What follows belongs to an exercise in optimizing a design on an open flow for small area; a production flow would make more cautious choices.
In this exercise RTL edits were held to simulation tests only and were not proved equivalent to the original.
Power figures rest on the tool's default switching activity, not on a simulated workload.

**flow/config.mk**
```make
export PLATFORM = sky130hd
export DESIGN_NAME = bisecur_codec
export DESIGN_NICKNAME = bisecur_codec
export VERILOG_FILES = /design/flow/design.v
export SDC_FILE = /design/flow/constraint.sdc
export NUM_CORES = 4
export LEC_CHECK = 0
export CAP_MARGIN = 20
export CORE_MARGIN = 2
export CORE_UTILIZATION = 60
export CTS_BUF_LIST = sky130_fd_sc_hd__clkbuf_4
export SLEW_MARGIN = 20
```
**flow/constraint.sdc**
```tcl
create_clock -name core_clock -period 14.0 [get_ports {clk}]
set_input_delay 2.8000 -clock core_clock [delete_from_list [all_inputs] [get_ports {clk}]]
set_output_delay 2.8000 -clock core_clock [all_outputs]
set_load 0.01 [all_outputs]
```
**flow/design.v**
```verilog
module bisecur_codec (
    input  wire         clk,
    input  wire         rst,
    input  wire [31:0]  te_short,
    input  wire [31:0]  te_delta,
    input  wire         op_valid,
    input  wire [7:0]   op_code,
    input  wire         op_level,
    input  wire [31:0]  op_dur,
    input  wire         op_en,
    input  wire         op_src,
    input  wire         op_key_valid,
    input  wire         op_rep_valid,
    input  wire [15:0]  op_bit_count,
    input  wire [31:0]  op_repeat,
    input  wire [175:0] op_key,
    output reg          rsp_valid,
    output reg  [2:0]   rsp_status,
    output reg          rsp_sym_valid,
    output reg          rsp_sym_level,
    output reg  [31:0]  rsp_sym_dur,
    output reg          pkt_ready,
    output wire         rx_full,
    output wire [175:0] pkt_key,
    output wire [7:0]   pkt_calc,
    output wire         pkt_known,
    output wire         pkt_ok,
    output wire         pkt_valid
);
    localparam [2:0] S_RST  = 3'd0;
    localparam [2:0] S_PAS  = 3'd1;
    localparam [2:0] S_PHVL = 3'd2;
    localparam [2:0] S_PAL  = 3'd3;
    localparam [2:0] S_FD0  = 3'd4;    
    localparam [2:0] S_FD1  = 3'd5;    
    localparam [2:0] S_CPL  = 3'd6;
    function [32:0] add32;
        input [31:0] a, b;
        input        ci;
        integer k;
        reg c, c0, c1;
        reg [15:0] s0, s1;
        begin
            c = ci;
            for (k = 0; k < 16; k = k + 1) begin
                add32[k] = a[k] ^ b[k] ^ c;
                c = (a[k] & b[k]) | (a[k] & c) | (b[k] & c);
            end
            c0 = 1'b0;
            c1 = 1'b1;
            for (k = 16; k < 32; k = k + 1) begin
                s0[k-16] = a[k] ^ b[k] ^ c0;
                c0 = (a[k] & b[k]) | (a[k] & c0) | (b[k] & c0);
                s1[k-16] = a[k] ^ b[k] ^ c1;
                c1 = (a[k] & b[k]) | (a[k] & c1) | (b[k] & c1);
            end
            add32[31:16] = c ? s1 : s0;
            add32[32] = c ? c1 : c0;
        end
    endfunction
    function [31:0] add3;
        input [31:0] a, b, d;
        reg [31:0] ps, pc;
        reg [32:0] r;
        begin
            ps = a ^ b ^ d;
            pc = (a & b) | (a & d) | (b & d);
            r = add32(ps, {pc[30:0], 1'b0}, 1'b0);
            add3 = r[31:0];
        end
    endfunction
    function [31:0] dec32;
        input [31:0] a;
        integer k;
        reg b;
        begin
            b = 1'b1;
            for (k = 0; k < 32; k = k + 1) begin
                dec32[k] = a[k] ^ b;
                b = b & ~a[k];
            end
        end
    endfunction
    function lt32;
        input [31:0] a, b;
        integer k;
        reg c;
        begin
            c = 1'b0;
            for (k = 0; k < 32; k = k + 1)
                c = (~a[k] & b[k]) | ((~a[k] | b[k]) & c);
            lt32 = c;
        end
    endfunction
    reg [2:0]   dstate;
    reg [7:0]   dcnt;
    reg         md_lvl;
    reg         cb_en;
    reg [175:0] dbuf;
    reg [175:0] pbuf;
    reg         p_valid;
    reg [175:0] eb;         
    reg [31:0]  erep;
    reg         eactive;
    reg         e_hdr;
    reg [7:0]   e_cnt;
    reg         e_sub;
    reg         e_prev;
    wire op_dreset = (op_code == 8'h30);
    wire op_feed   = (op_code == 8'h31);
    wire op_setcb  = (op_code == 8'h32);
    wire op_parse  = (op_code == 8'h42);
    wire op_ser    = (op_code == 8'h43);
    wire op_load   = (op_code == 8'h50);
    wire op_yield  = (op_code == 8'h51);
    wire op_stop   = (op_code == 8'h52);
    wire op_legal  = op_dreset | op_feed | op_setcb | op_parse | op_ser |
                     op_load | op_yield | op_stop;
    wire [31:0] te_long = {te_short[30:0], 1'b0};
    wire [31:0] n_mark  = {te_short[28:0], 3'b000};
    reg s1, s2, s8, sf;      
    wire [31:0] x_base = ({32{s1}} & te_short) | ({32{s2}} & te_long) | ({32{s8}} & n_mark);
    wire [31:0] x_nom  = add3(x_base, {32{sf}} & te_short, {32{sf}} & {1'b0, te_short[31:1]});
    wire [32:0] d_hi = add32(op_dur, te_delta, 1'b0);      
    wire [32:0] d_lo = add32(op_dur, ~te_delta, 1'b1);     
    wire m_short = (d_hi[32] | lt32(te_short, d_hi[31:0])) & (~d_lo[32] | lt32(d_lo[31:0], te_short));
    wire m_long  = (d_hi[32] | lt32(te_long,  d_hi[31:0])) & (~d_lo[32] | lt32(d_lo[31:0], te_long));
    wire m_x     = (d_hi[32] | lt32(x_nom,    d_hi[31:0])) & (~d_lo[32] | lt32(d_lo[31:0], x_nom));
    wire cx160 = pbuf[108] ^ pbuf[92];
    wire cx161 = pbuf[118] ^ pbuf[113];
    wire cx162 = pbuf[107] ^ pbuf[91];
    wire cx163 = pbuf[109] ^ pbuf[106];
    wire cx164 = pbuf[116] ^ pbuf[110];
    wire cx165 = pbuf[115] ^ pbuf[105];
    wire cx166 = pbuf[119] ^ cx161;
    wire cx167 = pbuf[52] ^ cx163;
    wire cx168 = pbuf[112] ^ pbuf[99];
    wire cx169 = pbuf[95] ^ pbuf[71];
    wire cx170 = pbuf[36] ^ cx160;
    wire cx171 = pbuf[100] ^ pbuf[60];
    wire cx172 = pbuf[148] ^ pbuf[21];
    wire cx173 = pbuf[35] ^ cx162;
    wire cx174 = pbuf[147] ^ pbuf[64];
    wire cx175 = pbuf[163] ^ pbuf[51];
    wire cx176 = pbuf[63] ^ pbuf[59];
    wire cx177 = pbuf[114] ^ pbuf[88];
    wire cx178 = pbuf[56] ^ pbuf[25];
    wire cx179 = pbuf[164] ^ pbuf[66];
    wire cx180 = pbuf[90] ^ pbuf[79];
    wire cx181 = pbuf[94] ^ pbuf[16];
    wire cx182 = pbuf[159] ^ pbuf[30];
    wire cx183 = pbuf[93] ^ pbuf[61];
    wire cx184 = pbuf[149] ^ pbuf[20];
    wire cx185 = pbuf[102] ^ cx165;
    wire cx186 = pbuf[146] ^ pbuf[17];
    wire cx187 = pbuf[97] ^ cx164;
    wire cx188 = pbuf[117] ^ pbuf[23];
    wire cx189 = pbuf[150] ^ cx172;
    wire cx190 = pbuf[153] ^ pbuf[24];
    wire cx191 = pbuf[145] ^ pbuf[18];
    wire cx192 = pbuf[14] ^ cx175;
    wire cx193 = pbuf[89] ^ pbuf[9];
    wire cx194 = pbuf[151] ^ pbuf[22];
    wire cx195 = pbuf[158] ^ pbuf[29];
    wire cx196 = pbuf[144] ^ pbuf[31];
    wire cx197 = pbuf[26] ^ cx176;
    wire cx198 = pbuf[165] ^ pbuf[78];
    wire cx199 = pbuf[85] ^ cx174;
    wire cx200 = pbuf[67] ^ cx173;
    wire cx201 = pbuf[162] ^ pbuf[33];
    wire cx202 = pbuf[103] ^ pbuf[69];
    wire cx203 = pbuf[45] ^ cx168;
    wire cx204 = pbuf[141] ^ pbuf[37];
    wire cx205 = pbuf[124] ^ pbuf[40];
    wire cx206 = pbuf[152] ^ pbuf[54];
    wire cx207 = pbuf[122] ^ pbuf[34];
    wire cx208 = pbuf[98] ^ cx170;
    wire cx209 = pbuf[50] ^ cx185;
    wire cx210 = pbuf[57] ^ cx166;
    wire cx211 = pbuf[104] ^ pbuf[101];
    wire cx212 = pbuf[121] ^ pbuf[77];
    wire cx213 = pbuf[82] ^ cx169;
    wire cx214 = pbuf[125] ^ pbuf[73];
    wire cx215 = pbuf[53] ^ cx187;
    wire cx216 = pbuf[70] ^ cx191;
    wire cx217 = pbuf[126] ^ pbuf[38];
    wire cx218 = pbuf[65] ^ cx182;
    wire cx219 = pbuf[111] ^ pbuf[72];
    wire cx220 = pbuf[47] ^ pbuf[42];
    wire cx221 = pbuf[62] ^ pbuf[58];
    wire cx222 = pbuf[19] ^ cx186;
    wire cx223 = pbuf[156] ^ cx171;
    wire cx224 = pbuf[96] ^ cx167;
    wire cx225 = cx181 ^ cx216;
    wire cx226 = pbuf[138] ^ pbuf[48];
    wire cx227 = pbuf[68] ^ pbuf[8];
    wire cx228 = pbuf[74] ^ pbuf[13];
    wire cx229 = pbuf[10] ^ cx177;
    wire cx230 = cx184 ^ cx223;
    wire cx231 = cx188 ^ cx189;
    wire cx232 = pbuf[155] ^ cx197;
    wire cx233 = pbuf[49] ^ cx179;
    wire cx234 = pbuf[123] ^ cx180;
    wire cx235 = pbuf[157] ^ pbuf[28];
    wire cx236 = cx201 ^ cx205;
    wire cx237 = cx204 ^ cx214;
    wire cx238 = cx194 ^ cx196;
    wire cx239 = pbuf[143] ^ cx192;
    wire cx240 = pbuf[86] ^ cx218;
    wire cx241 = pbuf[39] ^ cx219;
    wire cx242 = pbuf[87] ^ pbuf[55];
    wire cx243 = pbuf[15] ^ cx210;
    wire cx244 = cx195 ^ cx199;
    wire cx245 = pbuf[154] ^ pbuf[27];
    wire cx246 = pbuf[136] ^ cx193;
    wire cx247 = pbuf[140] ^ cx183;
    wire cx248 = pbuf[120] ^ cx213;
    wire cx249 = cx178 ^ cx206;
    wire cx250 = pbuf[84] ^ cx232;
    wire cx251 = cx211 ^ cx234;
    wire cx252 = pbuf[46] ^ cx207;
    wire cx253 = pbuf[80] ^ cx203;
    wire cx254 = pbuf[166] ^ cx241;
    wire cx255 = pbuf[76] ^ pbuf[75];
    wire cx256 = pbuf[12] ^ cx209;
    wire cx257 = cx222 ^ cx236;
    wire cx258 = pbuf[83] ^ cx212;
    wire cx259 = pbuf[81] ^ cx200;
    wire cx260 = pbuf[11] ^ cx198;
    wire cx261 = cx190 ^ cx238;
    wire cx262 = cx221 ^ cx230;
    wire cx263 = pbuf[161] ^ cx260;
    wire cx264 = pbuf[44] ^ pbuf[32];
    wire cx265 = cx217 ^ cx220;
    wire cx266 = pbuf[160] ^ cx224;
    wire cx267 = pbuf[43] ^ cx263;
    wire cx268 = cx235 ^ cx250;
    wire cx269 = pbuf[167] ^ cx215;
    wire cx270 = pbuf[142] ^ cx243;
    wire cx271 = pbuf[137] ^ cx229;
    wire cx272 = cx226 ^ cx252;
    wire cx273 = cx231 ^ cx248;
    wire cx274 = cx244 ^ cx258;
    wire cx275 = cx225 ^ cx249;
    wire cx276 = pbuf[94] ^ cx237;
    wire cx277 = cx247 ^ cx256;
    wire cx278 = pbuf[135] ^ cx239;
    wire cx279 = pbuf[41] ^ cx228;
    wire cx280 = pbuf[139] ^ cx233;
    wire cx281 = cx208 ^ cx227;
    wire cx282 = pbuf[164] ^ cx268;
    wire cx283 = pbuf[68] ^ cx254;
    wire cx284 = pbuf[127] ^ cx255;
    wire cx285 = pbuf[93] ^ cx202;
    wire cx286 = cx276 ^ cx279;
    wire cx287 = pbuf[117] ^ cx253;
    wire cx288 = pbuf[49] ^ cx264;
    wire cx289 = pbuf[123] ^ cx265;
    wire cx290 = cx245 ^ cx262;
    wire cx291 = pbuf[89] ^ cx283;
    wire cx292 = pbuf[41] ^ cx240;
    wire cx293 = pbuf[128] ^ cx246;
    wire cx294 = pbuf[95] ^ pbuf[63];
    wire cx295 = pbuf[138] ^ cx245;
    wire cx296 = pbuf[163] ^ pbuf[54];
    wire cx297 = pbuf[152] ^ cx270;
    wire cx298 = pbuf[83] ^ cx208;
    wire cx299 = pbuf[109] ^ cx273;
    wire cx300 = pbuf[47] ^ cx259;
    wire cx301 = cx244 ^ cx269;
    wire cx302 = cx246 ^ cx266;
    wire cx303 = pbuf[33] ^ cx302;
    wire cx304 = cx170 ^ cx242;
    wire cx305 = pbuf[160] ^ cx277;
    wire cx306 = pbuf[119] ^ cx251;
    wire cx307 = cx171 ^ cx247;
    wire cx308 = pbuf[26] ^ cx190;
    wire cx309 = pbuf[99] ^ cx261;
    wire cx310 = pbuf[121] ^ pbuf[55];
    wire cx311 = cx271 ^ cx292;
    wire cx312 = cx217 ^ cx239;
    wire cx313 = pbuf[46] ^ pbuf[19];
    wire cx314 = pbuf[98] ^ cx188;
    wire cx315 = cx284 ^ cx290;
    wire cx316 = cx202 ^ cx293;
    wire cx317 = cx209 ^ cx278;
    wire cx318 = pbuf[53] ^ cx281;
    wire cx319 = pbuf[129] ^ pbuf[104];
    wire cx320 = pbuf[167] ^ pbuf[133];
    wire cx321 = cx242 ^ cx286;
    wire cx322 = pbuf[108] ^ pbuf[100];
    wire cx323 = pbuf[40] ^ cx167;
    wire cx324 = pbuf[37] ^ cx222;
    wire cx325 = pbuf[105] ^ cx282;
    wire cx326 = pbuf[92] ^ cx307;
    wire cx327 = pbuf[60] ^ cx224;
    wire cx328 = pbuf[56] ^ cx270;
    wire cx329 = cx160 ^ cx184;
    wire cx330 = pbuf[73] ^ pbuf[57];
    wire cx331 = pbuf[88] ^ cx325;
    wire cx332 = pbuf[148] ^ cx257;
    wire cx333 = cx215 ^ cx271;
    wire cx334 = cx275 ^ cx300;
    wire cx335 = pbuf[130] ^ cx272;
    wire cx336 = pbuf[81] ^ cx280;
    wire cx337 = cx164 ^ cx320;
    wire cx338 = cx294 ^ cx312;
    wire cx339 = cx285 ^ cx337;
    wire cx340 = pbuf[91] ^ pbuf[90];
    wire cx341 = pbuf[131] ^ cx306;
    wire cx342 = cx228 ^ cx269;
    wire cx343 = pbuf[165] ^ cx289;
    wire cx344 = cx203 ^ cx212;
    wire cx345 = cx324 ^ cx335;
    wire cx346 = pbuf[78] ^ cx266;
    wire cx347 = cx168 ^ cx326;
    wire cx348 = pbuf[110] ^ pbuf[43];
    wire cx349 = pbuf[59] ^ cx310;
    wire cx350 = pbuf[80] ^ pbuf[42];
    wire cx351 = pbuf[84] ^ cx174;
    wire cx352 = pbuf[67] ^ cx169;
    wire cx353 = cx274 ^ cx348;
    wire cx354 = cx311 ^ cx319;
    wire cx355 = cx267 ^ cx333;
    wire cx356 = pbuf[76] ^ cx220;
    wire cx357 = pbuf[65] ^ pbuf[44];
    wire cx358 = pbuf[107] ^ cx161;
    wire cx359 = pbuf[134] ^ cx313;
    wire cx360 = pbuf[71] ^ cx288;
    wire cx361 = cx316 ^ cx323;
    wire cx362 = cx173 ^ cx296;
    wire cx363 = cx295 ^ cx334;
    wire cx364 = pbuf[127] ^ cx231;
    wire cx365 = cx327 ^ cx351;
    wire cx366 = cx226 ^ cx342;
    wire cx367 = pbuf[96] ^ cx194;
    wire cx368 = cx180 ^ cx227;
    wire cx369 = cx297 ^ cx359;
    wire cx370 = pbuf[101] ^ cx353;
    wire cx371 = pbuf[132] ^ cx257;
    wire cx372 = pbuf[45] ^ cx233;
    wire cx373 = cx322 ^ cx350;
    wire cx374 = cx237 ^ cx240;
    wire cx375 = pbuf[34] ^ cx338;
    wire cx376 = cx177 ^ cx183;
    wire cx377 = pbuf[51] ^ cx352;
    wire cx378 = cx329 ^ cx365;
    wire cx379 = cx259 ^ cx369;
    wire cx380 = pbuf[137] ^ cx195;
    wire cx381 = pbuf[114] ^ cx347;
    wire cx382 = pbuf[126] ^ cx196;
    wire cx383 = pbuf[125] ^ cx193;
    wire cx384 = cx291 ^ cx371;
    wire cx385 = pbuf[52] ^ pbuf[50];
    wire cx386 = cx358 ^ cx368;
    wire cx387 = cx166 ^ cx287;
    wire cx388 = pbuf[32] ^ cx304;
    wire cx389 = pbuf[139] ^ pbuf[58];
    wire cx390 = pbuf[141] ^ pbuf[124];
    wire cx391 = cx340 ^ cx387;
    wire cx392 = cx192 ^ cx249;
    wire cx393 = cx179 ^ cx303;
    wire cx394 = pbuf[112] ^ cx181;
    wire cx395 = cx315 ^ cx318;
    wire cx396 = pbuf[111] ^ cx178;
    wire cx397 = pbuf[11] ^ cx362;
    wire cx398 = pbuf[142] ^ pbuf[62];
    wire cx399 = pbuf[38] ^ cx355;
    wire cx400 = pbuf[103] ^ pbuf[64];
    wire cx401 = pbuf[48] ^ cx390;
    wire cx402 = cx251 ^ cx382;
    wire cx403 = pbuf[74] ^ cx248;
    wire cx404 = cx162 ^ cx377;
    wire cx405 = cx221 ^ cx344;
    wire cx406 = cx165 ^ cx345;
    wire cx407 = cx207 ^ cx363;
    wire cx408 = cx163 ^ cx298;
    wire cx409 = cx330 ^ cx389;
    wire cx410 = pbuf[82] ^ cx301;
    wire cx411 = pbuf[31] ^ cx185;
    wire cx412 = cx411 ^ cx254;
    wire cx413 = cx412 ^ cx278;
    wire cx414 = cx413 ^ cx308;
    wire cx415 = cx414 ^ cx328;
    wire cx416 = cx415 ^ cx343;
    wire cx417 = cx416 ^ cx367;
    wire cx418 = cx417 ^ cx370;
    wire cx419 = cx418 ^ cx376;
    wire cx420 = cx419 ^ cx394;
    wire cx421 = cx420 ^ cx395;
    wire cx422 = cx421 ^ cx401;
    wire cx423 = cx422 ^ cx403;
    wire cx424 = pbuf[135] ^ pbuf[122];
    wire cx425 = cx424 ^ pbuf[118];
    wire cx426 = cx425 ^ pbuf[74];
    wire cx427 = cx426 ^ pbuf[23];
    wire cx428 = cx427 ^ pbuf[17];
    wire cx429 = cx428 ^ cx189;
    wire cx430 = cx429 ^ cx198;
    wire cx431 = cx430 ^ cx230;
    wire cx432 = cx431 ^ cx281;
    wire cx433 = cx432 ^ cx289;
    wire cx434 = cx433 ^ cx309;
    wire cx435 = cx434 ^ cx331;
    wire cx436 = cx435 ^ cx360;
    wire cx437 = cx436 ^ cx361;
    wire cx438 = cx437 ^ cx374;
    wire cx439 = cx438 ^ cx392;
    wire cx440 = cx439 ^ cx410;
    wire cx441 = pbuf[157] ^ pbuf[147];
    wire cx442 = cx441 ^ pbuf[69];
    wire cx443 = cx442 ^ pbuf[20];
    wire cx444 = cx443 ^ cx204;
    wire cx445 = cx444 ^ cx273;
    wire cx446 = cx445 ^ cx275;
    wire cx447 = cx446 ^ cx317;
    wire cx448 = cx447 ^ cx354;
    wire cx449 = cx448 ^ cx356;
    wire cx450 = cx449 ^ cx386;
    wire cx451 = cx450 ^ cx388;
    wire cx452 = cx451 ^ cx393;
    wire cx453 = cx452 ^ cx405;
    wire cx454 = pbuf[158] ^ pbuf[149];
    wire cx455 = cx454 ^ pbuf[90];
    wire cx456 = cx455 ^ pbuf[72];
    wire cx457 = cx456 ^ pbuf[70];
    wire cx458 = cx457 ^ cx172;
    wire cx459 = cx458 ^ cx197;
    wire cx460 = cx459 ^ cx242;
    wire cx461 = cx460 ^ cx258;
    wire cx462 = cx461 ^ cx261;
    wire cx463 = cx462 ^ cx285;
    wire cx464 = cx463 ^ cx328;
    wire cx465 = cx464 ^ cx373;
    wire cx466 = cx465 ^ cx393;
    wire cx467 = cx466 ^ cx399;
    wire cx468 = cx467 ^ cx404;
    wire cx469 = cx468 ^ cx406;
    wire cx470 = pbuf[162] ^ pbuf[159];
    wire cx471 = cx470 ^ pbuf[150];
    wire cx472 = cx471 ^ pbuf[143];
    wire cx473 = cx472 ^ pbuf[120];
    wire cx474 = cx473 ^ pbuf[115];
    wire cx475 = cx474 ^ pbuf[22];
    wire cx476 = cx475 ^ pbuf[12];
    wire cx477 = cx476 ^ cx291;
    wire cx478 = cx477 ^ cx314;
    wire cx479 = cx478 ^ cx341;
    wire cx480 = cx479 ^ cx360;
    wire cx481 = cx480 ^ cx378;
    wire cx482 = cx481 ^ cx399;
    wire cx483 = cx482 ^ cx407;
    wire cx484 = cx483 ^ cx409;
    wire cx485 = pbuf[155] ^ pbuf[151];
    wire cx486 = cx485 ^ pbuf[144];
    wire cx487 = cx486 ^ pbuf[118];
    wire cx488 = cx487 ^ pbuf[85];
    wire cx489 = cx488 ^ pbuf[69];
    wire cx490 = cx489 ^ pbuf[28];
    wire cx491 = cx490 ^ cx208;
    wire cx492 = cx491 ^ cx234;
    wire cx493 = cx492 ^ cx253;
    wire cx494 = cx493 ^ cx299;
    wire cx495 = cx494 ^ cx305;
    wire cx496 = cx495 ^ cx308;
    wire cx497 = cx496 ^ cx349;
    wire cx498 = cx497 ^ cx357;
    wire cx499 = cx498 ^ cx366;
    wire cx500 = cx499 ^ cx384;
    wire cx501 = cx500 ^ cx397;
    wire cx502 = cx501 ^ cx409;
    wire cx503 = pbuf[161] ^ pbuf[147];
    wire cx504 = cx503 ^ pbuf[140];
    wire cx505 = cx504 ^ pbuf[86];
    wire cx506 = cx505 ^ pbuf[75];
    wire cx507 = cx506 ^ pbuf[29];
    wire cx508 = cx507 ^ pbuf[24];
    wire cx509 = cx508 ^ pbuf[12];
    wire cx510 = cx509 ^ cx205;
    wire cx511 = cx510 ^ cx216;
    wire cx512 = cx511 ^ cx219;
    wire cx513 = cx512 ^ cx252;
    wire cx514 = cx513 ^ cx286;
    wire cx515 = cx514 ^ cx290;
    wire cx516 = cx515 ^ cx336;
    wire cx517 = cx516 ^ cx339;
    wire cx518 = cx517 ^ cx349;
    wire cx519 = cx518 ^ cx367;
    wire cx520 = cx519 ^ cx391;
    wire cx521 = cx520 ^ cx392;
    wire cx522 = cx521 ^ cx408;
    wire cx523 = pbuf[162] ^ pbuf[153];
    wire cx524 = cx523 ^ pbuf[146];
    wire cx525 = cx524 ^ pbuf[122];
    wire cx526 = cx525 ^ pbuf[110];
    wire cx527 = cx526 ^ pbuf[97];
    wire cx528 = cx527 ^ pbuf[70];
    wire cx529 = cx528 ^ pbuf[30];
    wire cx530 = cx529 ^ pbuf[14];
    wire cx531 = cx530 ^ cx211;
    wire cx532 = cx531 ^ cx255;
    wire cx533 = cx532 ^ cx282;
    wire cx534 = cx533 ^ cx299;
    wire cx535 = cx534 ^ cx321;
    wire cx536 = cx535 ^ cx343;
    wire cx537 = cx536 ^ cx379;
    wire cx538 = cx537 ^ cx381;
    wire cx539 = cx538 ^ cx385;
    wire cx540 = cx539 ^ cx396;
    wire cx541 = pbuf[139] ^ pbuf[106];
    wire cx542 = cx541 ^ pbuf[105];
    wire cx543 = cx542 ^ pbuf[102];
    wire cx544 = cx543 ^ pbuf[16];
    wire cx545 = cx544 ^ cx175;
    wire cx546 = cx545 ^ cx176;
    wire cx547 = cx546 ^ cx191;
    wire cx548 = cx547 ^ cx198;
    wire cx549 = cx548 ^ cx236;
    wire cx550 = cx549 ^ cx272;
    wire cx551 = cx550 ^ cx274;
    wire cx552 = cx551 ^ cx354;
    wire cx553 = cx552 ^ cx383;
    wire cx554 = cx553 ^ cx391;
    wire cx555 = cx554 ^ cx395;
    wire cx556 = cx555 ^ cx396;
    wire cx557 = pbuf[166] ^ pbuf[87];
    wire cx558 = cx557 ^ pbuf[77];
    wire cx559 = cx558 ^ pbuf[10];
    wire cx560 = cx559 ^ cx189;
    wire cx561 = cx560 ^ cx202;
    wire cx562 = cx561 ^ cx210;
    wire cx563 = cx562 ^ cx268;
    wire cx564 = cx563 ^ cx292;
    wire cx565 = cx564 ^ cx336;
    wire cx566 = cx565 ^ cx346;
    wire cx567 = cx566 ^ cx356;
    wire cx568 = cx567 ^ cx381;
    wire cx569 = cx568 ^ cx383;
    wire cx570 = cx569 ^ cx397;
    wire cx571 = cx570 ^ cx402;
    wire cx572 = cx571 ^ cx406;
    wire cx573 = pbuf[127] ^ pbuf[113];
    wire cx574 = cx573 ^ pbuf[106];
    wire cx575 = cx574 ^ pbuf[77];
    wire cx576 = cx575 ^ pbuf[72];
    wire cx577 = cx576 ^ pbuf[27];
    wire cx578 = cx577 ^ cx200;
    wire cx579 = cx578 ^ cx225;
    wire cx580 = cx579 ^ cx229;
    wire cx581 = cx580 ^ cx238;
    wire cx582 = cx581 ^ cx262;
    wire cx583 = cx582 ^ cx265;
    wire cx584 = cx583 ^ cx267;
    wire cx585 = cx584 ^ cx280;
    wire cx586 = cx585 ^ cx305;
    wire cx587 = cx586 ^ cx341;
    wire cx588 = cx587 ^ cx388;
    wire cx589 = cx588 ^ cx401;
    wire cx590 = cx589 ^ cx410;
    wire cx591 = pbuf[145] ^ pbuf[136];
    wire cx592 = cx591 ^ pbuf[116];
    wire cx593 = cx592 ^ pbuf[114];
    wire cx594 = cx593 ^ pbuf[79];
    wire cx595 = cx594 ^ pbuf[13];
    wire cx596 = cx595 ^ cx176;
    wire cx597 = cx596 ^ cx206;
    wire cx598 = cx597 ^ cx211;
    wire cx599 = cx598 ^ cx235;
    wire cx600 = cx599 ^ cx267;
    wire cx601 = cx600 ^ cx277;
    wire cx602 = cx601 ^ cx288;
    wire cx603 = cx602 ^ cx364;
    wire cx604 = cx603 ^ cx374;
    wire cx605 = cx604 ^ cx384;
    wire cx606 = cx605 ^ cx394;
    wire cx607 = cx606 ^ cx398;
    wire cx608 = cx607 ^ cx400;
    wire cx609 = cx608 ^ cx404;
    wire cx610 = cx609 ^ cx408;
    wire cx611 = pbuf[166] ^ pbuf[88];
    wire cx612 = cx611 ^ pbuf[66];
    wire cx613 = cx612 ^ pbuf[56];
    wire cx614 = cx613 ^ pbuf[48];
    wire cx615 = cx614 ^ pbuf[18];
    wire cx616 = cx615 ^ cx186;
    wire cx617 = cx616 ^ cx201;
    wire cx618 = cx617 ^ cx256;
    wire cx619 = cx618 ^ cx261;
    wire cx620 = cx619 ^ cx287;
    wire cx621 = cx620 ^ cx321;
    wire cx622 = cx621 ^ cx339;
    wire cx623 = cx622 ^ cx357;
    wire cx624 = cx623 ^ cx375;
    wire cx625 = cx624 ^ cx378;
    wire cx626 = cx625 ^ cx380;
    wire cx627 = cx626 ^ cx386;
    wire cx628 = cx627 ^ cx398;
    wire cx629 = pbuf[154] ^ pbuf[75];
    wire cx630 = cx629 ^ pbuf[25];
    wire cx631 = cx630 ^ cx199;
    wire cx632 = cx631 ^ cx218;
    wire cx633 = cx632 ^ cx225;
    wire cx634 = cx633 ^ cx241;
    wire cx635 = cx634 ^ cx361;
    wire cx636 = cx635 ^ cx364;
    wire cx637 = cx636 ^ cx366;
    wire cx638 = cx637 ^ cx372;
    wire cx639 = cx638 ^ cx373;
    wire cx640 = cx639 ^ cx375;
    wire cx641 = cx640 ^ cx376;
    wire cx642 = cx641 ^ cx379;
    wire cx643 = pbuf[128] ^ pbuf[113];
    wire cx644 = cx643 ^ pbuf[39];
    wire cx645 = cx644 ^ pbuf[15];
    wire cx646 = cx645 ^ pbuf[9];
    wire cx647 = cx646 ^ cx182;
    wire cx648 = cx647 ^ cx213;
    wire cx649 = cx648 ^ cx214;
    wire cx650 = cx649 ^ cx223;
    wire cx651 = cx650 ^ cx232;
    wire cx652 = cx651 ^ cx309;
    wire cx653 = cx652 ^ cx317;
    wire cx654 = cx653 ^ cx332;
    wire cx655 = cx654 ^ cx346;
    wire cx656 = cx655 ^ cx370;
    wire cx657 = cx656 ^ cx372;
    wire cx658 = cx657 ^ cx407;
    wire cx659 = pbuf[161] ^ pbuf[138];
    wire cx660 = cx659 ^ pbuf[85];
    wire cx661 = cx660 ^ pbuf[61];
    wire cx662 = cx661 ^ pbuf[55];
    wire cx663 = cx662 ^ pbuf[8];
    wire cx664 = cx663 ^ cx187;
    wire cx665 = cx664 ^ cx190;
    wire cx666 = cx665 ^ cx200;
    wire cx667 = cx666 ^ cx243;
    wire cx668 = cx667 ^ cx264;
    wire cx669 = cx668 ^ cx284;
    wire cx670 = cx669 ^ cx293;
    wire cx671 = cx670 ^ cx314;
    wire cx672 = cx671 ^ cx331;
    wire cx673 = cx672 ^ cx332;
    wire cx674 = cx673 ^ cx380;
    wire cx675 = cx674 ^ cx385;
    wire cx676 = cx675 ^ cx400;
    wire cx677 = cx676 ^ cx402;
    wire cx678 = cx677 ^ cx403;
    wire cx679 = cx678 ^ cx405;
    wire crc_a0 = cx423;
    wire crc_a1 = ~cx440;
    wire crc_a2 = cx453;
    wire crc_a3 = ~cx469;
    wire crc_a4 = cx484;
    wire crc_a5 = ~cx502;
    wire crc_a6 = cx522;
    wire crc_a7 = ~cx540;
    wire crc_b0 = ~cx556;
    wire crc_b1 = ~cx572;
    wire crc_b2 = cx590;
    wire crc_b3 = ~cx610;
    wire crc_b4 = cx628;
    wire crc_b5 = ~cx642;
    wire crc_b6 = ~cx658;
    wire crc_b7 = cx679;
    wire [7:0] crc_a = {crc_a7,crc_a6,crc_a5,crc_a4,crc_a3,crc_a2,crc_a1,crc_a0};
    wire [7:0] crc_b = {crc_b7,crc_b6,crc_b5,crc_b4,crc_b3,crc_b2,crc_b1,crc_b0};
    wire [7:0] p_type = pbuf[175:168];
    assign pkt_known = ({p_type[7:6], p_type[4:0]} == 7'b0110000);
    assign pkt_calc  = pkt_known ? (p_type[5] ? crc_b : crc_a) : 8'h00;
    assign pkt_ok    = pkt_known & (pkt_calc == pbuf[7:0]);
    assign pkt_key   = pbuf;
    assign pkt_valid = p_valid;
    assign rx_full   = (dstate == S_CPL);
    wire e_cur    = eb[e_cnt];
    wire e_h0     = (e_cnt[5:0] == 6'd0);
    wire e_h41    = e_cnt[5] & e_cnt[3] & ~e_cnt[2] & ~e_cnt[1] & e_cnt[0];
    wire e_hsync  = e_cnt[5] & e_cnt[3] & (e_cnt[2] | e_cnt[1]);
    wire e_h45    = e_cnt[5] & e_cnt[3] & e_cnt[2] & e_cnt[0];
    wire e_close  = e_cnt[7] & e_cnt[5] & e_cnt[4];
    wire e_same   = ~e_sub & (e_cur == e_prev);
    wire e_run    = eactive & (erep != 32'd0);
    wire e_level  = e_hdr ? e_cnt[0] : (e_sub ? e_cur : ~e_prev);
    always @* begin
        if (op_code[6]) begin
            if (e_hdr) begin
                s1 = ~e_h0 & ~e_h41 & ~e_hsync;
                s2 = e_hsync;
                s8 = e_h41;
                sf = e_h0;
            end else begin
                s1 = ~e_close & (e_sub | e_same);
                s2 = e_close | ~(e_sub | e_same);
                s8 = 1'b0;
                sf = e_close;
            end
        end else begin
            s1 = 1'b0;
            s2 = dstate[2];
            s8 = (dstate == S_PAS);
            sf = ~(dstate == S_PAS);
        end
    end
    wire d175     = dcnt[7] & dcnt[5] & dcnt[3] & dcnt[2] & dcnt[1] & dcnt[0];
    wire k_short  = m_short | (d175 & m_x);
    wire k_any    = k_short | m_long;
    reg [2:0] dnext;
    reg       d_app;
    always @* begin
        dnext = dstate;
        d_app = 1'b0;
        case (dstate)
        S_RST:  if (!op_level && m_x) dnext = S_PAS;
        S_PAS:  if (op_level && m_x) dnext = S_PHVL;
                else if (!m_short) dnext = S_RST;
        S_PHVL: dnext = (!op_level && m_long) ? S_PAL : S_RST;
        S_PAL:  if (!op_level && m_short) dnext = S_FD1;
                else if (!m_long) dnext = S_RST;
        S_FD0:  dnext = k_short ? S_FD1 : S_RST;
        S_FD1:  if (!k_any || op_level == md_lvl) dnext = S_RST;
                else begin
                    d_app = 1'b1;
                    if (d175) dnext = cb_en ? S_CPL : S_RST;
                    else dnext = k_short ? S_FD0 : S_FD1;
                end
        default: ;
        endcase
    end
    wire ld_ok   = (op_bit_count == 16'd176) & op_key_valid;
    wire d_shift = (dstate == S_FD1) & (op_level != md_lvl);
    wire parse_go = op_src | (dstate == S_CPL);
    wire p_ld   = ~rst & op_valid & op_parse & parse_go;
    wire p_ldk  = p_ld & op_src;
    wire p_ldd  = p_ld & ~op_src;
    wire p_hold = ~rst & ~p_ld;
    always @(posedge clk)
        pbuf <= ({176{p_ldk}} & op_key) | ({176{p_ldd}} & dbuf) | ({176{p_hold}} & pbuf);
    always @(posedge clk) begin
        rsp_sym_dur   <= x_nom;
        rsp_sym_level <= e_level;
        rsp_sym_valid <= e_run;
        rsp_status    <= !op_legal                      ? 3'd4 :
                         (op_parse & ~parse_go)         ? 3'd3 :
                         (op_ser & ~p_valid)            ? 3'd3 :
                         (op_load & (op_bit_count != 16'd176)) ? 3'd1 :
                         (op_load & ~op_key_valid)      ? 3'd2 : 3'd0;
        if (op_valid && op_feed) begin
            if (dstate == S_PAL) dcnt <= 8'd0;
            else if (d_shift) dcnt <= dcnt + 8'd1;
            md_lvl <= op_level;
            if (d_shift) dbuf <= {dbuf[174:0], md_lvl};
        end
        if (op_valid && op_load && ld_ok) begin
            eb   <= {op_key[0], op_key[1], op_key[2], op_key[3], op_key[4], op_key[5], op_key[6], op_key[7],
                     op_key[8], op_key[9], op_key[10], op_key[11], op_key[12], op_key[13], op_key[14], op_key[15],
                     op_key[16], op_key[17], op_key[18], op_key[19], op_key[20], op_key[21], op_key[22], op_key[23],
                     op_key[24], op_key[25], op_key[26], op_key[27], op_key[28], op_key[29], op_key[30], op_key[31],
                     op_key[32], op_key[33], op_key[34], op_key[35], op_key[36], op_key[37], op_key[38], op_key[39],
                     op_key[40], op_key[41], op_key[42], op_key[43], op_key[44], op_key[45], op_key[46], op_key[47],
                     op_key[48], op_key[49], op_key[50], op_key[51], op_key[52], op_key[53], op_key[54], op_key[55],
                     op_key[56], op_key[57], op_key[58], op_key[59], op_key[60], op_key[61], op_key[62], op_key[63],
                     op_key[64], op_key[65], op_key[66], op_key[67], op_key[68], op_key[69], op_key[70], op_key[71],
                     op_key[72], op_key[73], op_key[74], op_key[75], op_key[76], op_key[77], op_key[78], op_key[79],
                     op_key[80], op_key[81], op_key[82], op_key[83], op_key[84], op_key[85], op_key[86], op_key[87],
                     op_key[88], op_key[89], op_key[90], op_key[91], op_key[92], op_key[93], op_key[94], op_key[95],
                     op_key[96], op_key[97], op_key[98], op_key[99], op_key[100], op_key[101], op_key[102], op_key[103],
                     op_key[104], op_key[105], op_key[106], op_key[107], op_key[108], op_key[109], op_key[110], op_key[111],
                     op_key[112], op_key[113], op_key[114], op_key[115], op_key[116], op_key[117], op_key[118], op_key[119],
                     op_key[120], op_key[121], op_key[122], op_key[123], op_key[124], op_key[125], op_key[126], op_key[127],
                     op_key[128], op_key[129], op_key[130], op_key[131], op_key[132], op_key[133], op_key[134], op_key[135],
                     op_key[136], op_key[137], op_key[138], op_key[139], op_key[140], op_key[141], op_key[142], op_key[143],
                     op_key[144], op_key[145], op_key[146], op_key[147], op_key[148], op_key[149], op_key[150], op_key[151],
                     op_key[152], op_key[153], op_key[154], op_key[155], op_key[156], op_key[157], op_key[158], op_key[159],
                     op_key[160], op_key[161], op_key[162], op_key[163], op_key[164], op_key[165], op_key[166], op_key[167],
                     op_key[168], op_key[169], op_key[170], op_key[171], op_key[172], op_key[173], op_key[174], op_key[175]};
            erep <= op_rep_valid ? op_repeat : 32'd1;
        end else if (op_valid && op_yield && e_run && !e_hdr && e_close) begin
            erep <= erep - 32'd1;
        end
        if (op_valid && op_load && ld_ok) begin
            e_hdr <= 1'b1;
            e_cnt <= 8'd0;
        end else if (op_valid && op_yield && e_run) begin
            if (e_hdr) begin
                if (e_h45) begin
                    e_hdr <= 1'b0;
                    e_sub <= 1'b1;
                    e_cnt <= 8'd0;
                end else
                    e_cnt <= e_cnt + 8'd1;
            end else if (e_close) begin
                e_hdr <= 1'b1;
                e_cnt <= 8'd0;
            end else begin
                e_prev <= e_cur;
                e_sub  <= e_same;
                if (!e_same) e_cnt <= e_cnt + 8'd1;
            end
        end
        if (rst) begin
            dstate    <= S_RST;
            cb_en     <= 1'b0;
            p_valid   <= 1'b0;
            eactive   <= 1'b0;
            rsp_valid <= 1'b0;
            pkt_ready <= 1'b0;
        end else begin
            rsp_valid <= op_valid;
            pkt_ready <= op_valid & op_feed & d_app & d175 & cb_en;
            if (op_valid) begin
                if (op_dreset) dstate <= S_RST;
                if (op_feed) dstate <= dnext;
                if (op_setcb) cb_en <= op_en;
                if (op_parse && parse_go) p_valid <= 1'b1;
                if (op_load) eactive <= ld_ok;
                if (op_yield && !e_run) eactive <= 1'b0;
                if (op_stop) eactive <= 1'b0;
            end
        end
    end
endmodule
```
**flow/run.sh**
```bash
#!/bin/bash
# synth_recipe.tcl (not shown) runs the flow's synth.tcl, then flattens the netlist and writes it again
# the make line also repeats each setting of config.mk as NAME=value (left out here)
make -C /OpenROAD-flow-scripts/flow DESIGN_CONFIG=/design/flow/config.mk WORK_HOME=/design/flow/orfs CLKGATE_MAP_FILE= SYNTH_SCRIPT=/design/flow/synth_recipe.tcl finish
```
==> results.py, run 1 <==
metrics = {
    "clocking": {
        "path_clk_slew_ps": 70,
        "tritoncts": "yes",
        "cts-root-buf": "clkbuf_4",
        "numCtsBuffers": 157,
        "ctsHoldBuffers": 0,
        "htreeDepth": 4,
        "clockBufferDepth": 3,
        "clock_sinks": 625,
        "clock_latency_ps": 1070,
    },
    "placement": {
        "dpl_worst_slack_ps": -301,
        "place_congestion": 1.03,
        "dp_hpwl_um": 103000,
        "placed_cells": 4539,
        "place_area_um2": 42900,
        "portBuffers": 562,
    },
    "routing": {
        "drc": 0,
        "firstDrtPassIters": 13,
        "drt_iter0_markers": 5203,
        "wl_um": 142000,
        "wl_per_cell_um": 29.2,
        "vias_per_cell": 6.64,
        "num_vias": 32200,
        "antenna_left": 0,
    },
    "setup_path": {
        "cpLargestDelayFamily": "adder cells",
        "start_kind": "flop",
        "crit_slowest_cell": "mux4_2",
        "reg2reg_to": "dstate[1]$_SDFFE_PP0P_",
        "critical_path_class": "reg -> reg",
        "critPathBufInv": 8,
        "path_max_fanout": 7,
        "r2r_start": "e_cnt[0]$_SDFFE_PP0P_",
        "crit_path_frequent_cell": "fa_1",
        "cp_data_arrival_time_ps": 14280,
        "reg2reg_depth": 49,
        "slowest_delay_ps": 510,
        "worstSetupEndpointType": "flop",
        "reg2reg_slack_ps": 610,
        "crit_required_ps": 14890,
    },
    "sta": {
        "period_share_pct": 95.6,
        "max_freq_mhz": 74.7,
        "worst_pin_slew_ps": 1170,
        "holdWs_ps": 424,
        "fin_tns_setup_ps": 0,
        "skew_ps": 92.6,
        "layout_min_cycle_time_ps": 13390,
        "hold_viol_final": 0,
        "finalSetupViolations": 0,
        "finalMaxSlewViolations": 0,
        "slew-limit-headroom_pct": 21.8,
        "rsz0062_at_grt": "false",
        "finalWorstSetupSlack_ps": 613,
    },
    "floorplan": {
        "rows": 90,
        "dieWidth_um": 250,
        "die_y_um": 250,
        "start_util_pct": 60.3,
        "fp.dieArea_um2": 62300,
        "io_pins": 563,
        "coreArea_um2": 60000,
    },
    "power": {
        "power_density_nw_per_um2": 102,
        "leakagePower_uw": 0.0179,
        "max-vdd-ir-drop_uv": 120,
    },
    "synth": {
        "synth_ff_type": "edfxtp_1",
        "syn_inst": 3263,
        "yosys_warnings": 1,
        "synth_edf_count": 395,
        "yosys-top-cells-area": "edfxtp_1 (33%), dfxtp_1 (13%), xnor2_1 (11%)",
        "yosys.area.top_type": "edfxtp_1",
        "avgSynthCellArea_um2": 11.1,
        "synth-seq-area-share_pct": 45.5,
        "synthDistinctLibCells": 109,
        "netlist.area_leader.share_pct": 32.8,
        "synth-seq-cells": 625,
        "syn_area_um2": 36200,
        "synthArstFlopShare_pct": 0,
        "syn_nets": 3731,
    },
    "global_routing": {
        "grt_pass1_wl_um": 207000,
        "grtUsageTotal_pct": 44.6,
        "gr-total-overflow": 0,
        "grt_max_degree": 140,
        "antenna_found_initial": 5,
        "grt_pass1_vias": 32300,
    },
    "cells_and_area": {
        "final_cells": 4844,
        "synthToLayoutAreaGrowth_pct": 24.7,
        "final_cell_mix": "clkdlybuf4s50_1 (562), xnor2_1 (474), edfxtp_1 (395)",
        "layout.nets": 4390,
        "drive_gt1_share_pct": 10.7,
        "final_common_cell": "clkdlybuf4s50_1",
        "stdcell_area_um2": 45100,
    },
    "worst_hold_path": {
        "worstHoldStart": "dbuf[168]$_DFFE_PP_",
        "hold_depth": 0,
        "hold_path_class": "reg -> reg",
        "min_to": "dbuf[169]$_DFFE_PP_",
    },
    "outcome": {
        "status": "timing/DRC/antenna clean",
    },
    "job": {
        "max_cap_viol_count": 0,
    },
}
-- worst max path at each step --
stage                               start                endpoint  depth (start not counted)
global placement               op_code[6]  dstate[0]$_SDFFE_PP0P_                         39
global route        e_cnt[0]$_SDFFE_PP0P_  dstate[1]$_SDFFE_PP0P_                         47
CTS                 e_cnt[0]$_SDFFE_PP0P_  dstate[1]$_SDFFE_PP0P_                         45
detailed placement             op_code[6]  dstate[1]$_SDFFE_PP0P_                         40
finish              e_cnt[0]$_SDFFE_PP0P_  dstate[1]$_SDFFE_PP0P_                         49
floorplan                      op_code[6]  dstate[0]$_SDFFE_PP0P_                         39
-- layer usage --
metal	global-route usage (%)	vias to the layer above	wire length, um
met5	0	-	0
met4	30.4	0	11300
met3	11.6	669	16300
met2	73.9	2694	67200
met1	50.9	15300	46800
li1	-	13500	-
-- repair_timing --
item	in CTS	in global routing
setup endpoints to repair	0	4
gates resized for setup	0	12
setup buffers	0	5
-- registers in the layout (all words and copies together), names as in the netlist, 3 cells and up --
register and count:
dcnt 8, dstate 3, e_cnt 8, pbuf 176, rsp_sym_dur 32, erep 32
rsp_status 3, dbuf 176, eb 176
-- cells by family after synthesis --
group           share of synthesized area, %
fa+ha+maj                               6.89
simple gates                            8.51
flops                                   45.5
compound gates                          15.5
buf+inv                                 5.50
xor+xnor                                14.7
mux                                     3.31
-- layout make-up --
type	count	area (um2)
multi-input combinational	2122	17800
sequential	625	16500
fill	3732	14900
timing repair buffer	650	6380
clock buffer	230	1730
inverter	366	1380
tap	782	978
clock inverter	63	344
antenna	6	15.0
-- stage by stage --
step / utilization (%) / power (uW)
detailed placement: 71.5 / 2970
finish: 75.2 / 4620
CTS: 74.9 / 4590
global route: 75.2 / 4780
floorplan: - / 2580
global placement: 71.5 / 2950
-- Yosys cell counts, types with 8 or more instances --
cell type,number
a2111oi_0,8
a211oi_1,32
a21o_1,18
a21oi_1,66
a221o_1,8
a222oi_1,211
a22o_1,11
a22oi_1,21
a31oi_1,25
and2_1,30
and3_1,12
clkbuf_1,133
dfxtp_1,230
edfxtp_1,395
fa_1,75
ha_1,57
inv_1,363
maj3_1,28
mux2i_1,23
mux4_1,15
mux4_2,23
nand2_1,134
nand2b_1,44
nand3_1,70
nand3b_1,13
nand4_1,10
nand4b_1,8
nor2_1,121
nor2b_1,29
nor3_1,47
nor3b_1,13
nor4_1,17
o2111ai_1,11
o211ai_1,29
o21a_1,11
o21ai_0,95
o221ai_1,14
o22a_1,8
o22ai_1,23
or2_2,15
or3_1,15
or4_1,8
xnor2_1,474
xor2_1,120
-- power breakdown --
part	internal, uW	leakage (uW)	switching, uW
registers	1970	0.00551	18.9
clock network	790	0.00122	867
logic	442	0.0112	531
total	3200	0.0179	1420
==> inputs of run 2 (changes only) <==
==> flow/flow/run.sh (new file) <==
#!/bin/bash
# Layout with the standard flow (standard.sh, unchanged synthesis), with two
# placement/CTS choices made through ORFS's own variables:
#  - every input and output port still gets a buffer, but the smallest one
#    (buf_1) instead of the delay cell buffer_ports picks by default;
#  - clock tree synthesis without dummy loads.
# The full output of the ORFS run goes to flow_make.log in this folder; each
# ORFS step also keeps its own log under orfs/logs/.
set -euo pipefail
export BUFFER_PORTS_ARGS="-buffer_cell sky130_fd_sc_hd__buf_1"
export CTS_ARGS="-sink_clustering_enable -repair_clock_nets -dont_use_dummy_load ${FLOW_CTS_BUFS:-}"
bash standard.sh finish > flow_make.log 2>&1
==> flow/standard.sh (new file) <==
#!/bin/bash
# synth_recipe.tcl (not shown) runs the flow's synth.tcl, then flattens the netlist and writes it again
# the make line also repeats each setting of config.mk as NAME=value (left out here)
make -C /OpenROAD-flow-scripts/flow DESIGN_CONFIG=/design/flow/config.mk WORK_HOME=/design/flow/orfs CLKGATE_MAP_FILE= SYNTH_SCRIPT=/design/flow/synth_recipe.tcl "${@:-finish}"
--- a/flow/config.mk
+++ b/flow/config.mk
@@ -7,6 +7,5 @@
 export LEC_CHECK = 0
 export CAP_MARGIN = 20
 export CORE_MARGIN = 2
-export CORE_UTILIZATION = 60
-export CTS_BUF_LIST = sky130_fd_sc_hd__clkbuf_4
+export CORE_UTILIZATION = 40
 export SLEW_MARGIN = 20
removed: flow/run.sh
==> run 2 against run 1 <==
  * Global-route usage shrank 17 points
  * Critical endpoint is now dstate[0]$_SDFFE_PP0P_
  * Sequential share of layout area grew 3.0 points
  * Critical path type unchanged
  * Clock skew shrank 36 ps
  * Largest cell class unchanged
  * Final cell count grew 3.5%
  * First-iteration DRC count shrank 26%
==> results.py, run 2 <==
metrics = {
    "setup_path": {
        "crit_path_frequent_cell": "fa_1",
        "reg2reg_depth": 44,
        "start_kind": "flop",
        "crit_slowest_cell": "mux4_1",
        "reg2reg_to": "dstate[0]$_SDFFE_PP0P_",
        "cp_data_arrival_time_ps": 13880,
        "worstSetupEndpointType": "flop",
        "crit_required_ps": 14530,
        "r2r_start": "e_cnt[0]$_SDFFE_PP0P_",
        "slowest_delay_ps": 600,
        "critical_path_class": "reg -> reg",
        "path_max_fanout": 13,
        "critPathBufInv": 5,
        "cpLargestDelayFamily": "adder cells",
        "startpoint": "e_cnt[0]$_SDFFE_PP0P_",
        "reg2reg_slack_ps": 640,
    },
    "worst_hold_path": {
        "hold_path_class": "reg -> reg",
        "worstHoldStart": "dbuf[162]$_DFFE_PP_",
        "min_to": "dbuf[163]$_DFFE_PP_",
        "hold_depth": 0,
    },
    "sta": {
        "max_freq_mhz": 74.9,
        "worst_pin_slew_ps": 1290,
        "hold_viol_final": 0,
        "finalMaxSlewViolations": 0,
        "layout_min_cycle_time_ps": 13360,
        "fin_tns_setup_ps": 0,
        "holdWs_ps": 421,
        "slew-limit-headroom_pct": 13.9,
        "skew_ps": 56.3,
        "finalSetupViolations": 0,
        "rsz0062_at_grt": "false",
        "period_share_pct": 95.4,
    },
    "cells_and_area": {
        "multi_input_area_um2": 17800,
        "nFillCells": 8461,
        "final_common_cell": "buf_1",
        "top_regs": "dbuf (176), eb (176), pbuf (176)",
        "regArea_um2": 16500,
        "drive_gt1_share_pct": 6.20,
        "final_cell_mix": "buf_1 (562), xnor2_1 (473), edfxtp_1 (395)",
        "layout.nets": 4290,
        "synthToLayoutAreaGrowth_pct": 15.2,
    },
    "synth": {
        "synth_edf_count": 395,
        "syn_inst": 3263,
        "syn_nets": 3731,
        "avgSynthCellArea_um2": 11.1,
        "synth_ff_type": "edfxtp_1",
        "synth-seq-area-share_pct": 45.5,
        "ys_top_cells_by_count": "xnor2_1 (474), edfxtp_1 (395), inv_1 (363), dfxtp_1 (230), a222oi_1 (211)",
        "synth-seq-cells": 625,
        "yosys-top-cells-area": "edfxtp_1 (33%), dfxtp_1 (13%), xnor2_1 (11%)",
        "syn_area_um2": 36200,
        "yosys_warnings": 1,
        "synthDistinctLibCells": 109,
        "netlist.area_leader.share_pct": 32.8,
        "yosysMostFrequentCell": "xnor2_1",
        "yosys.area.top_type": "edfxtp_1",
        "synthArstFlopShare_pct": 0,
    },
    "power": {
        "power_density_nw_per_um2": 107,
        "max-vdd-ir-drop_uv": 75.8,
        "leakagePower_uw": 0.0160,
    },
    "clocking": {
        "htreeDepth": 3,
        "clock_latency_ps": 630,
        "tritoncts": "yes",
        "cts-root-buf": "clkbuf_16",
        "path_clk_slew_ps": 60,
        "numCtsBuffers": 72,
        "clock_sinks": 625,
        "ctsHoldBuffers": 0,
        "clockBufferDepth": 3,
    },
    "job": {
        "max_cap_viol_count": 0,
    },
    "floorplan": {
        "rows": 110,
        "die_y_um": 305,
        "dieWidth_um": 305,
        "coreArea_um2": 89900,
        "fp.dieArea_um2": 92900,
        "io_pins": 563,
        "start_util_pct": 40.3,
    },
    "global_routing": {
        "grt_pass1_wl_um": 192000,
        "grt_pass1_vias": 27800,
        "grt_max_degree": 177,
        "grtUsageTotal_pct": 28.0,
        "gr-total-overflow": 0,
        "antenna_found_initial": 18,
    },
    "placement": {
        "dp_hpwl_um": 104000,
        "portBuffers": 562,
        "place_congestion": 0.997,
    },
    "routing": {
        "firstDrtPassIters": 12,
        "drc": 0,
        "vias_per_cell": 5.78,
        "wl_per_cell_um": 26.7,
        "antenna_left": 0,
        "wl_um": 134000,
        "num_vias": 29000,
        "drt_iter0_markers": 3832,
    },
    "outcome": {
        "status": "timing/DRC/antenna clean",
    },
}
-- run 2: cell counts after synthesis --
Identical to the previous run, type by type.
-- run 2: cells by family (layout without fill, tap and decap cells) --
family	after synthesis	after routing	share of synthesized area (%)
adders and majority gates	160	160	6.89
buffers and inverters	516	1073	5.50
xor gates and xnor gates	600	600	14.7
AOI/OAI and AO/OA	695	695	15.5
DFF	625	625	45.5
and+or+nand+nor	601	601	8.51
other	0	16	0
muxes	66	66	3.31
-- run 2: report_power, final --
| group | internal, uW | leakage [uW] | total, uW | switching, uW |
|---|---|---|---|---|
| Clock | 900 | 0.000887 | 1610 | 711 |
| Sequential | 1980 | 0.00551 | 1990 | 17.7 |
| Combinational | 336 | 0.00965 | 855 | 519 |
-- run 2: through the flow --
step	worst slack [ps]	instances	total power [uW]	util, %	instance area (um2)
floorplan	527	3263	2580	-	36200
global placement	282	4923	2860	44.2	39800
detailed placement	199	4923	2870	44.2	39800
CTS	167	4995	4470	46.3	41600
global route	4.70	5000	4640	46.3	41600
finish	642	5012	4460	46.4	41700
-- run 2: worst max path at each step --
stage | endpoint | cells past startpoint
6_report | dstate[0]$_SDFFE_PP0P_ | 44
5_1_grt | dstate[0]$_SDFFE_PP0P_ | 44
4_1_cts | dstate[0]$_SDFFE_PP0P_ | 43
3_5_place_dp | dstate[0]$_SDFFE_PP0P_ | 43
3_3_place_gp | dstate[0]$_SDFFE_PP0P_ | 44
2_1_floorplan | dstate[0]$_SDFFE_PP0P_ | 39
-- run 2: routing by layer --
layer	global-route usage (%)	wire length (um)
met4	9.89	4580
met3	6.43	11900
met5	0	71
met2	46.9	64300
met1	35.4	52700
-- run 2: timing repair --
item / in CTS / in global routing
resized for setup: 0 / 10
buffers inserted: 0 / 1
endpoints found under the hold margin: 0 / 0
setup endpoints to repair: 0 / 4
-- run 2: cell type report --
cell class,instances,area share (%)
Timing Repair Buffer,635,6.48
Antenna cell,16,0.0961
Tap cell,1176,3.53
Multi-Input combinational cell,2122,42.7
Sequential cell,625,39.5
Inverter,366,3.31
Clock buffer,72,4.32
==> inputs of run 3 (changes only) <==
==> flow/flow/run.sh (replaced) <==
#!/bin/bash
# Layout with the standard flow (standard.sh, unchanged synthesis), with two
# placement/CTS choices made through ORFS's own variables:
#  - every input and output port still gets a buffer, but the smallest one
#    (buf_1) instead of the delay cell buffer_ports picks by default;
#  - clock tree synthesis without dummy loads, built from clkbuf_4.
# The full output of the ORFS run goes to flow_make.log in this folder; each
# ORFS step also keeps its own log under orfs/logs/.
set -euo pipefail
export BUFFER_PORTS_ARGS="-buffer_cell sky130_fd_sc_hd__buf_1"
export CTS_ARGS="-sink_clustering_enable -repair_clock_nets -dont_use_dummy_load -buf_list sky130_fd_sc_hd__clkbuf_4"
bash standard.sh finish > flow_make.log 2>&1
==> run 3 against run 2 <==
  * Still clean
  * Routed wire length rose by 0.59%
  * Clock skew up 48 ps
  * Sequential power about the same
  * Clock power down 23%
  * Total power shrank 8.4%
  * Largest power group unchanged
==> results.py, run 3 <==
metrics = {
    "floorplan": {
        "coreArea_um2": 89900,
        "rows": 110,
        "fp.dieArea_um2": 92900,
        "start_util_pct": 40.3,
        "dieWidth_um": 305,
        "die_y_um": 305,
        "io_pins": 563,
    },
    "power": {
        "leakagePower_uw": 0.0160,
        "max-vdd-ir-drop_uv": 74.6,
        "p_seq_share_pct": 48.8,
        "p_int_uw": 2860,
        "finalPower_uw": 4080,
        "p_clk_share_pct": 30.3,
        "switching_share_pct": 30.1,
        "combPwrFrac_pct": 20.9,
        "power_switching_uw": 1230,
        "power_density_nw_per_um2": 99.2,
    },
    "synth": {
        "netlist.area_leader.share_pct": 32.8,
        "synthDistinctLibCells": 109,
        "avgSynthCellArea_um2": 11.1,
        "synth-seq-area-share_pct": 45.5,
        "synth_edf_count": 395,
        "synth-seq-cells": 625,
        "ys_top_cells_by_count": "xnor2_1 (474), edfxtp_1 (395), inv_1 (363), dfxtp_1 (230), a222oi_1 (211)",
        "yosys.area_share.simple_pct": 8.51,
        "synth_ff_type": "edfxtp_1",
        "yosys.area.top_type": "edfxtp_1",
        "yosys-top-cells-area": "edfxtp_1 (33%), dfxtp_1 (13%), xnor2_1 (11%)",
        "synth_top_family_by_area": "compound AO/OA/AOI/OAI gates",
        "synthMuxAreaShare_pct": 3.31,
        "yosys_warnings": 1,
        "synth-compound-area-share_pct": 15.5,
        "synthArstFlopShare_pct": 0,
        "syn_nets": 3731,
        "syn_inst": 3263,
        "syn_area_um2": 36200,
        "yosysMostFrequentCell": "xnor2_1",
        "synth_fa_ha_area_share_pct": 6.89,
        "synth-xor-area-share_pct": 14.7,
    },
    "setup_path": {
        "worstSetupEndpointType": "flop",
        "r2r_start": "e_cnt[0]$_SDFFE_PP0P_",
        "start_kind": "flop",
        "reg2reg_slack_ps": 630,
        "critical_path_class": "reg -> reg",
        "cp_data_arrival_time_ps": 14220,
        "crit_required_ps": 14860,
        "path_max_fanout": 9,
        "crit_slowest_cell": "mux4_1",
        "startpoint": "e_cnt[0]$_SDFFE_PP0P_",
        "reg2reg_to": "dstate[0]$_SDFFE_PP0P_",
        "endpoint": "dstate[0]$_SDFFE_PP0P_",
        "slowest_delay_ps": 580,
        "reg2reg_depth": 44,
        "crit_path_frequent_cell": "fa_1",
    },
    "cells_and_area": {
        "nFillCells": 8602,
        "final_common_cell": "buf_1",
        "final_cell_mix": "buf_1 (562), xnor2_1 (473), edfxtp_1 (395)",
        "synthToLayoutAreaGrowth_pct": 13.8,
        "layout.nets": 4390,
        "final_core_util_pct": 45.8,
        "final_cells": 5107,
        "drive_gt1_share_pct": 8.60,
        "top_regs": "dbuf (176), eb (176), pbuf (176)",
    },
    "placement": {
        "portBuffers": 562,
        "dp_hpwl_um": 104000,
        "place_congestion": 0.997,
        "placed_cells": 4923,
    },
    "sta": {
        "finalSetupViolations": 0,
        "worst_pin_slew_ps": 1040,
        "finalMaxSlewViolations": 0,
        "period_share_pct": 95.5,
        "skew_ps": 104,
        "slew-limit-headroom_pct": 30.4,
        "hold_viol_final": 0,
        "max_freq_mhz": 74.8,
        "fin_tns_setup_ps": 0,
        "holdWs_ps": 386,
        "layout_min_cycle_time_ps": 13370,
        "rsz0062_at_grt": "false",
    },
    "clocking": {
        "clock_latency_ps": 1020,
        "tritoncts": "yes",
        "ctsHoldBuffers": 0,
        "htreeDepth": 4,
        "clock_sinks": 625,
        "path_clk_slew_ps": 70,
        "numCtsBuffers": 169,
        "clockBufferDepth": 3,
        "cts-root-buf": "clkbuf_4",
    },
    "global_routing": {
        "gr-total-overflow": 0,
        "grt_pass1_vias": 28500,
        "grt_max_degree": 177,
        "grtUsageTotal_pct": 28.2,
        "antenna_found_initial": 17,
        "grt_pass1_wl_um": 193000,
    },
    "routing": {
        "vias_per_cell": 5.77,
        "wl_um": 134000,
        "num_vias": 29500,
        "firstDrtPassIters": 9,
        "wl_per_cell_um": 26.3,
        "antenna_left": 0,
        "drt_iter0_markers": 3708,
        "drc": 0,
    },
    "worst_hold_path": {
        "hold_path_class": "reg -> reg",
    },
    "job": {
        "max_cap_viol_count": 0,
    },
    "outcome": {
        "status": "timing/DRC/antenna clean",
    },
}
## run 3: cell counts after synthesis
Identical to the previous run, type by type.
## run 3: cell families after synthesis
kind of cell / Yosys count
XOR/XNOR: 600
flip-flops: 625
adder cells (fa/ha/maj): 160
AND/OR/NAND/NOR: 601
multiplexers: 66
AO/OA/AOI/OAI: 695
buffers and inverters: 516
## run 3: power groups by stage
stage | Sequential [uW] | Combinational (uW) | Clock, uW
floorplan | 2040 | 539 | 0
global placement | 2030 | 831 | 0
detailed placement | 2030 | 836 | 0
CTS | 1990 | 841 | 1270
global route | 1990 | 935 | 1360
finish | 1990 | 855 | 1240
## run 3: what timing repair did
action,4_1_cts,5_1_grt
setup endpoints to repair,0,4
gates resized for setup,0,10
setup buffers,0,4
## run 3: worst max-delay path, delay by kind of cell, from the launching register on
| kind | cells | cell delay [ps] |
|---|---|---|
| simple gates | 7 | 1490 |
| compound gates | 12 | 2370 |
| fa+ha+maj | 18 | 7020 |
| mux | 2 | 1130 |
| xor+xnor | 1 | 180 |
| flops | 1 | 400 |
| buf+inv | 4 | 590 |
## run 3: per-layer routing
metal  vias to the layer above  track usage, %  routed length (um)
met5                         -               0                 119
met4                        18            11.3                4870
met3                       232            7.48               11900
met2                      1463            46.7               64800
met1                     14400            35.1               52700
li1                      13400               -                   -
## run 3: layout make-up
class | count | area (um2) | share of cell area [%]
Antenna cell | 11 | 27.5 | 0.0669
Clock buffer | 169 | 1270 | 3.08
Inverter | 366 | 1380 | 3.36
Multi-Input combinational cell | 2122 | 17800 | 43.3
Sequential cell | 625 | 16500 | 40.0
Tap cell | 1176 | 1470 | 3.57
Timing Repair Buffer | 638 | 2730 | 6.64
## run 3: worst min-delay path by stage
| stage | cells after the start | to | start |
|---|---|---|---|
| 2_1_floorplan | 0 | dbuf[100]$_DFFE_PP_ | dbuf[99]$_DFFE_PP_ |
| 4_1_cts | 0 | dbuf[109]$_DFFE_PP_ | dbuf[108]$_DFFE_PP_ |
| 6_report | 0 | dbuf[132]$_DFFE_PP_ | dbuf[131]$_DFFE_PP_ |
| 5_1_grt | 0 | dbuf[109]$_DFFE_PP_ | dbuf[108]$_DFFE_PP_ |
| 3_3_place_gp | 0 | dbuf[61]$_DFFE_PP_ | dbuf[60]$_DFFE_PP_ |
| 3_5_place_dp | 0 | dbuf[41]$_DFFE_PP_ | dbuf[40]$_DFFE_PP_ |
## run 3: stage by stage
stage	worst slack (ps)	area, um2
2_1_floorplan	527	36200
3_3_place_gp	282	39800
3_5_place_dp	199	39800
4_1_cts	91.9	41000
5_1_grt	33.1	41100
6_report	635	41200

-- afterwards: timing with drivers on the ports --
The flow's constraints put no driver on any port. The routed layouts listed below were extracted and timed again, unchanged, in two steps.
Step 1 (the two cells are an assumption about what drives the block):
set clk [get_ports {clk}]
set_driving_cell -lib_cell sky130_fd_sc_hd__clkbuf_16 $clk
set_driving_cell -lib_cell sky130_fd_sc_hd__buf_2 [delete_from_list [all_inputs] $clk]
Step 2, shift: input delay + t, output delay - t, t = (earliest + latest rising clock arrival at the registers) / 2. This alone moves slack from input paths to output paths.
Three values: ideal ports, drivers, drivers and shift; two values: the first two.
run | t, ns | slack for setup (ns) | hold WS [ns]
run 1 | 1.079 | 0.613 / 0.613 / -0.371 | 0.424 / 0.424 / 0.424
run 2 | 0.671 | 0.642 / 0.642 / 0.287 | 0.421 / 0.421 / 0.421
run 3 | 1.037 | 0.635 / 0.635 / 0.238 | 0.386 / 0.386 / 0.386
With both steps, setup timing fails in run 1, where it was met with ideal ports. The setup slack of run 1, which loses most, moves by 0.000 ns with the drivers and by -0.984 ns with both steps.
